This design comes from an exercise in tuning for small area, a short achievable clock period and few clock cycles per item on the open sky130 flow, not from production work.
The RTL was checked by simulation tests, not by an equivalence proof against the original design.

===== flow/config.mk =====
export PLATFORM = sky130hd
export DESIGN_NAME = paula_mixfilt
export DESIGN_NICKNAME = paula_mixfilt
export VERILOG_FILES = /design/flow/design.v
export SDC_FILE = /design/flow/constraint.sdc
export NUM_CORES = 4
export LEC_CHECK = 0
export CAP_MARGIN = 20
export CORE_MARGIN = 2
export CORE_UTILIZATION = 40
export SLEW_MARGIN = 20

===== flow/constraint.sdc =====
create_clock -name core_clock -period 36.0 [get_ports {clk}]
set_input_delay 7.2000 -clock core_clock [delete_from_list [all_inputs] [get_ports {clk}]]
set_output_delay 7.2000 -clock core_clock [all_outputs]
set_load 0.01 [all_outputs]

===== flow/design.v =====
module pf_onepole (
    input  wire signed [17:0] x,
    input  wire signed [17:0] x1,
    input  wire signed [17:0] y1,
    input  wire signed [17:0] b0,
    input  wire signed [17:0] b1,
    input  wire signed [17:0] a1,
    output wire signed [17:0] y
);
    wire signed [39:0] acc = b0 * x + b1 * x1 - a1 * y1;
    wire signed [39:0] rnd = (acc + 40'sd32768) >>> 16;
    assign y = (rnd > 40'sd131071)  ? 18'sd131071 :
               (rnd < -40'sd131072) ? -18'sd131072 :
               rnd[17:0];
endmodule
module pf_twopole (
    input  wire signed [17:0] x,
    input  wire signed [17:0] x1,
    input  wire signed [17:0] x2,
    input  wire signed [17:0] y1,
    input  wire signed [17:0] y2,
    input  wire signed [17:0] b0,
    input  wire signed [17:0] b1,
    input  wire signed [17:0] b2,
    input  wire signed [17:0] a1,
    input  wire signed [17:0] a2,
    output wire signed [17:0] y
);
    wire signed [39:0] acc = b0 * x + b1 * x1 + b2 * x2 - a1 * y1 - a2 * y2;
    wire signed [39:0] rnd = (acc + 40'sd32768) >>> 16;
    assign y = (rnd > 40'sd131071)  ? 18'sd131071 :
               (rnd < -40'sd131072) ? -18'sd131072 :
               rnd[17:0];
endmodule
module paula_mixfilt (
    input  wire        clk,
    input  wire        rst,
    input  wire        cfg_we,
    input  wire [3:0]  cfg_addr,
    input  wire [17:0] cfg_wdata,
    input  wire        clr,
    input  wire        in_valid,
    output wire        in_ready,
    input  wire [15:0] in_v0,
    input  wire [15:0] in_v1,
    input  wire [15:0] in_v2,
    input  wire [15:0] in_v3,
    output reg         out_valid,
    input  wire        out_ready,
    output reg  [15:0] out_l,
    output reg  [15:0] out_r
);
    localparam S_IDLE = 2'd0;
    localparam S_L    = 2'd1;
    localparam S_R    = 2'd2;
    reg [1:0] state;
    reg signed [17:0] lp_b0, lp_b1, lp_a1;
    reg signed [17:0] led_b0, led_b1, led_b2, led_a1, led_a2;
    reg signed [17:0] hp_b0, hp_b1, hp_a1;
    reg               lp_on, led_on;
    reg        [35:0] lp_x1;    
    reg        [35:0] lp_y1;    
    reg        [35:0] led_x1;    
    reg        [35:0] led_x2;    
    reg        [35:0] led_y1;    
    reg        [35:0] led_y2;    
    reg        [35:0] hp_x1;    
    reg        [35:0] hp_y1;    
    reg signed [17:0] mix_l, mix_r;
    assign in_ready = (state == S_IDLE) && (!out_valid || out_ready);
    wire accept = in_valid && in_ready;
    wire              ch = (state == S_R);
    wire signed [17:0] x_in = ch ? mix_r : mix_l;
    wire signed [17:0] lp_y;
    wire signed [17:0] led_y;
    wire signed [17:0] hp_y;
    wire signed [17:0] lp_x1_c = lp_x1[ch*18 +: 18];
    wire signed [17:0] lp_y1_c = lp_y1[ch*18 +: 18];
    wire signed [17:0] led_x1_c = led_x1[ch*18 +: 18];
    wire signed [17:0] led_x2_c = led_x2[ch*18 +: 18];
    wire signed [17:0] led_y1_c = led_y1[ch*18 +: 18];
    wire signed [17:0] led_y2_c = led_y2[ch*18 +: 18];
    wire signed [17:0] hp_x1_c = hp_x1[ch*18 +: 18];
    wire signed [17:0] hp_y1_c = hp_y1[ch*18 +: 18];
    pf_onepole u_lp (
        .x(x_in), .x1(lp_x1_c), .y1(lp_y1_c),
        .b0(lp_b0), .b1(lp_b1), .a1(lp_a1),
        .y(lp_y)
    );
    wire signed [17:0] lp_out = lp_on ? lp_y : x_in;
    pf_twopole u_led (
        .x(lp_out), .x1(led_x1_c), .x2(led_x2_c), .y1(led_y1_c), .y2(led_y2_c),
        .b0(led_b0), .b1(led_b1), .b2(led_b2), .a1(led_a1), .a2(led_a2),
        .y(led_y)
    );
    wire signed [17:0] led_out = led_on ? led_y : lp_out;
    pf_onepole u_hp (
        .x(led_out), .x1(hp_x1_c), .y1(hp_y1_c),
        .b0(hp_b0), .b1(hp_b1), .a1(hp_a1),
        .y(hp_y)
    );
    wire [15:0] y_sat = (hp_y > 18'sd32767)  ? 16'h7fff :
                        (hp_y < -18'sd32768) ? 16'h8000 :
                        hp_y[15:0];
    wire busy = (state == S_L) || (state == S_R);
    always @(posedge clk) begin
        if (rst) begin
            state     <= S_IDLE;
            out_valid <= 1'b0;
            out_l     <= 16'd0;
            out_r     <= 16'd0;
            mix_l     <= 18'sd0;
            mix_r     <= 18'sd0;
            lp_on  <= 1'b0;   led_on <= 1'b0;
            lp_x1  <= 36'd0; lp_y1  <= 36'd0;
            led_x1 <= 36'd0; led_x2 <= 36'd0;
            led_y1 <= 36'd0; led_y2 <= 36'd0;
            hp_x1  <= 36'd0; hp_y1  <= 36'd0;
        end else begin
            if (out_valid && out_ready)
                out_valid <= 1'b0;
            case (state)
                S_IDLE: begin
                    if (accept) begin
                        mix_l <= $signed({{2{in_v0[15]}}, in_v0}) + $signed({{2{in_v3[15]}}, in_v3});
                        mix_r <= $signed({{2{in_v1[15]}}, in_v1}) + $signed({{2{in_v2[15]}}, in_v2});
                        state <= S_L;
                    end
                end
                S_L: begin
                    out_l <= y_sat;
                    state <= S_R;
                end
                S_R: begin
                    out_r     <= y_sat;
                    out_valid <= 1'b1;
                    state     <= S_IDLE;
                end
                default: state <= S_IDLE;
            endcase
            if (busy) begin
                if (lp_on) begin
                    lp_x1[ch*18 +: 18] <= x_in;
                    lp_y1[ch*18 +: 18] <= lp_y;
                end
                if (led_on) begin
                    led_x2[ch*18 +: 18] <= led_x1[ch*18 +: 18];
                    led_x1[ch*18 +: 18] <= lp_out;
                    led_y2[ch*18 +: 18] <= led_y1[ch*18 +: 18];
                    led_y1[ch*18 +: 18] <= led_y;
                end
                hp_x1[ch*18 +: 18] <= led_out;
                hp_y1[ch*18 +: 18] <= hp_y;
            end
            if (cfg_we) begin
                case (cfg_addr)
                    4'd0:  lp_b0  <= cfg_wdata;
                    4'd1:  lp_b1  <= cfg_wdata;
                    4'd2:  lp_a1  <= cfg_wdata;
                    4'd3:  led_b0 <= cfg_wdata;
                    4'd4:  led_b1 <= cfg_wdata;
                    4'd5:  led_b2 <= cfg_wdata;
                    4'd6:  led_a1 <= cfg_wdata;
                    4'd7:  led_a2 <= cfg_wdata;
                    4'd8:  hp_b0  <= cfg_wdata;
                    4'd9:  hp_b1  <= cfg_wdata;
                    4'd10: hp_a1  <= cfg_wdata;
                    4'd11: begin
                        lp_on  <= cfg_wdata[0];
                        led_on <= cfg_wdata[1];
                        if (cfg_wdata[1] != led_on) begin
                            led_x1 <= 36'd0; led_x2 <= 36'd0;
                            led_y1 <= 36'd0; led_y2 <= 36'd0;
                        end
                    end
                    default: ;
                endcase
            end
            if (clr) begin
                lp_x1  <= 36'd0; lp_y1  <= 36'd0;
                led_x1 <= 36'd0; led_x2 <= 36'd0;
                led_y1 <= 36'd0; led_y2 <= 36'd0;
                hp_x1  <= 36'd0; hp_y1  <= 36'd0;
            end
        end
    end
endmodule

===== flow/run.sh =====
#!/bin/bash
# synth_recipe.tcl (not shown) runs the flow's synth.tcl, then flattens the netlist and writes it again
# the make line also repeats each setting of config.mk as NAME=value (left out here)
make -C /OpenROAD-flow-scripts/flow DESIGN_CONFIG=/design/flow/config.mk WORK_HOME=/design/flow/orfs CLKGATE_MAP_FILE= SYNTH_SCRIPT=/design/flow/synth_recipe.tcl finish

==> flow_summary.json <==
{
  "viasPerCell": 5.07,
  "cp-end-kind": "flop",
  "hold_slack_ns": 0.451,
  "pre_cts_slack_ns": 1.03,
  "critPathLaunchType": "flop",
  "ys_types": 95,
  "die_h_um": 640,
  "cts_sinks": 555,
  "slew_headroom": 0.193,
  "finish.utilization": 0.426,
  "synthFlopType": "dfxtp_1",
  "synth_compound_area_frac": 0.0530,
  "yosys.area_share.simple": 0.143,
  "cp_max_fo": 21,
  "synthAdderAreaFrac": 0.570,
  "drt-total-wl_um": 460000,
  "dp_hpwl_um": 365000,
  "area_growth_pct": 6.13,
  "clkLatencyLatePin_ns": 0.72,
  "placed_cell_area_um2": 169000,
  "setup_viol": 0,
  "gp_congestion": 0.925,
  "synth_top_family_by_area": "adder cells",
  "synth_top_cell_area_share": 0.471,
  "grt_pass1_wl_um": 729000,
  "required_ns": 36.62,
  "synth_edf_count": 198,
  "cp.buffers_inverters": 16,
  "cap_violations": 0,
  "placed_cells": 22439,
  "cts_buffers": 73,
  "synth_area_leaders": "fa_1 (47%), ha_1 (9.9%), inv_1 (9.9%)",
  "grtUsageTotal": 0.231,
  "ys_seq_elements": 555,
  "antenna_left": 0,
  "drtIter0Drc": 7828,
  "fillers": 39609,
  "fin_cells": 22658,
  "firstDrtPassIters": 5,
  "route.detailed.drc": 0,
  "clk_pin_slew_ns": 0.06,
  "rsz0062_at_grt": "false",
  "period_needed_ns": 34.23,
  "max_stage_delay_ns": 0.65,
  "worst_slack_ns": 1.77,
  "hold_viol_final": 0,
  "hold_depth": 2,
  "grt_overflow": 0,
  "cts_tree": "yes",
  "grt_pass1_vias": 122959,
  "ctsHoldBuffers": 0,
  "io_buffers": 125,
  "drive_above_1_share": 0.0418,
  "fin_skew_ns": 0.0586,
  "syn-cell-area_um2": 162000,
  "ys_seq_area_frac": 0.0810,
  "ctsRootBufferMaster": "clkbuf_16",
  "ys_warn_count": 1,
  "hold_path.class": "reg -> reg",
  "cp_top_family": "compound AO/OA/AOI/OAI gates",
  "rows": 233,
  "syn_avg_cell_area_um2": 9.29,
  "cts_buffer_depth": 3,
  "grt_max_degree": 86,
  "final.period_utilization": 0.951,
  "die_w_um": 640,
  "outcome": "finished clean",
  "setup_tns_ns": 0,
  "r2r_cells": 144,
  "synthArstFlopShare": 0,
  "fp.coreArea_um2": 403000,
  "syn_inst": 17404,
  "fin_nets": 22288,
  "synthXorXnorAreaFrac": 0.0264,
  "antenna_found_initial": 30,
  "critPathSlowestCell": "o41a_2",
  "synth_mux_area_frac": 0.0129,
  "die_area_um2": 409000,
  "initial_utilization": 0.402,
  "io_pins": 126,
  "clock.fmax_mhz": 29.2,
  "worst_pin_slew_ns": 1.18,
  "via_count": 114834,
  "synth_top_area_cell": "fa_1",
  "h-tree-depth": 3,
  "maxSlewViolCount": 0,
  "design_area_um2": 172000,
  "crit_type": "reg -> reg",
  "syn_nets": 22573,
  "worst-path-stages": 144,
  "arrival_ns": 34.84,
  "wl_per_cell_um": 20.3,
  "critPathMostFrequentCell": "a21oi_1"
}
[cell usage after synthesis (90+ instances only)]
master,count
a211oi_1,104
a21o_1,122
a21oi_1,573
and2_1,1071
buf_1,156
clkbuf_1,492
dfxtp_1,357
edfxtp_1,198
fa_1,3802
ha_1,1275
inv_1,4246
mux2_2,138
nand2_1,2432
nand3_1,90
nor2_1,412
nor2b_1,359
nor3_1,107
o21ai_0,145
o21bai_1,113
or2_2,143
xnor2_1,381
xor2_1,107
[layout make-up]
| cell class | count | area [µm²] | share of cell area |
|---|---|---|---|
| Timing Repair Buffer | 296 | 2500 | 0.0146 |
| Multi-Input combinational cell | 11947 | 131000 | 0.761 |
| Clock inverter | 42 | 463 | 0.00270 |
| Sequential cell | 555 | 13100 | 0.0763 |
| Tap cell | 5405 | 6760 | 0.0394 |
| Antenna cell | 76 | 190 | 0.00111 |
| Clock buffer | 91 | 2080 | 0.0121 |
| Inverter | 4246 | 15900 | 0.0929 |
[layer usage]
| metal | up-vias | GRT usage | wire length, µm |
|---|---|---|---|
| met2 | 3523 | 0.385 | 221000 |
| met1 | 59824 | 0.313 | 195000 |
| li1 | 50962 | - | - |
| met4 | 10 | 0.0614 | 11400 |
| met5 | - | 0 | 56 |
| met3 | 515 | 0.0367 | 33000 |
[worst register-to-register path: cells and delay by family, from the launching register on]
family	cells	cell delay, ns
AO/OA/AOI/OAI	63	13.10
XOR/XNOR	5	0.97
adder cells (fa/ha/maj)	35	12.77
buffers and inverters	16	1.63
flip-flops	1	0.34
multiplexers	2	1.04
AND/OR/NAND/NOR	23	4.30
[placed cells by master, fill, tap and decap left out, types with 29 or more instances in the layout]
cell and count:
nand2_1 2431, diode_2 76, and2_1 1069, o21a_1 29, a21o_1 121, xor2_1 107, a31oi_1 29, fa_1 3802
nand2b_1 81, o21bai_1 113, o21ai_0 143, a21oi_1 553, dfxtp_1 355, a221o_1 32, clkdlybuf4s50_1 106, buf_4 165
and3_1 47, a211oi_1 103, mux2i_1 34, nor2b_1 359, nor2_1 407, xnor2_1 381, nand3_1 89, inv_1 4246
nor3_1 104, edfxtp_1 198, mux2_2 135, or2_2 142, clkbuf_16 78, ha_1 1274
[cells by family (layout without fill, tap and decap cells)]
| kind of cell | after synthesis | in the layout |
|---|---|---|
| adders and majority gates | 5078 | 5078 |
| buffers and inverters | 4902 | 4675 |
| and+or+nand+nor | 4848 | 4848 |
| AOI/OAI and AO/OA | 1342 | 1342 |
| DFF | 555 | 555 |
| xor gates and xnor gates | 488 | 488 |
| muxes | 191 | 191 |
| other | 0 | 76 |
[worst paths after layout]
check | from | endpoint | slack [ns]
setup / recovery | state[0] | out_l[8] | 1.77
hold / removal | led_y2[18] | led_y2[18] | 0.45
setup reg to reg | state[0] | out_l[8] | 1.77
hold reg to reg | led_y2[18] | led_y2[18] | 0.45
[what timing repair did]
| item | 4_1_cts | 5_1_grt |
|---|---|---|
| setup buffers | 0 | 9 |
| setup endpoints to repair | 0 | 67 |
| resized for setup | 0 | 17 |
Testbench counts, summed over its fixed seeds: cycles 12,296, frames 4,096.

static timing again, ports no longer ideal:
The results above use ideal ports. As a check the final layout listed here was re-extracted and re-timed, cells and wires unchanged. Step 1 assumes that a clkbuf_16 drives the clock port and a buf_2 every other input. Step 2, shift: input delay + t, output delay - t, t = (earliest + latest rising clock arrival at the registers) / 2. This alone moves slack from input paths to output paths. Three values: ideal, step 1, step 2; two values: the first two.
t, ns: 0.807
slack for setup (ns): 1.772 / 1.772 / 1.772
worst setup path after step 2: register to register
worst register clock-pin slew, ns: 0.07 / 0.07
After both steps setup and hold are still met in this run. For this run, drivers alone change the setup slack by 0.000 ns; drivers and shift together by 0.000 ns.
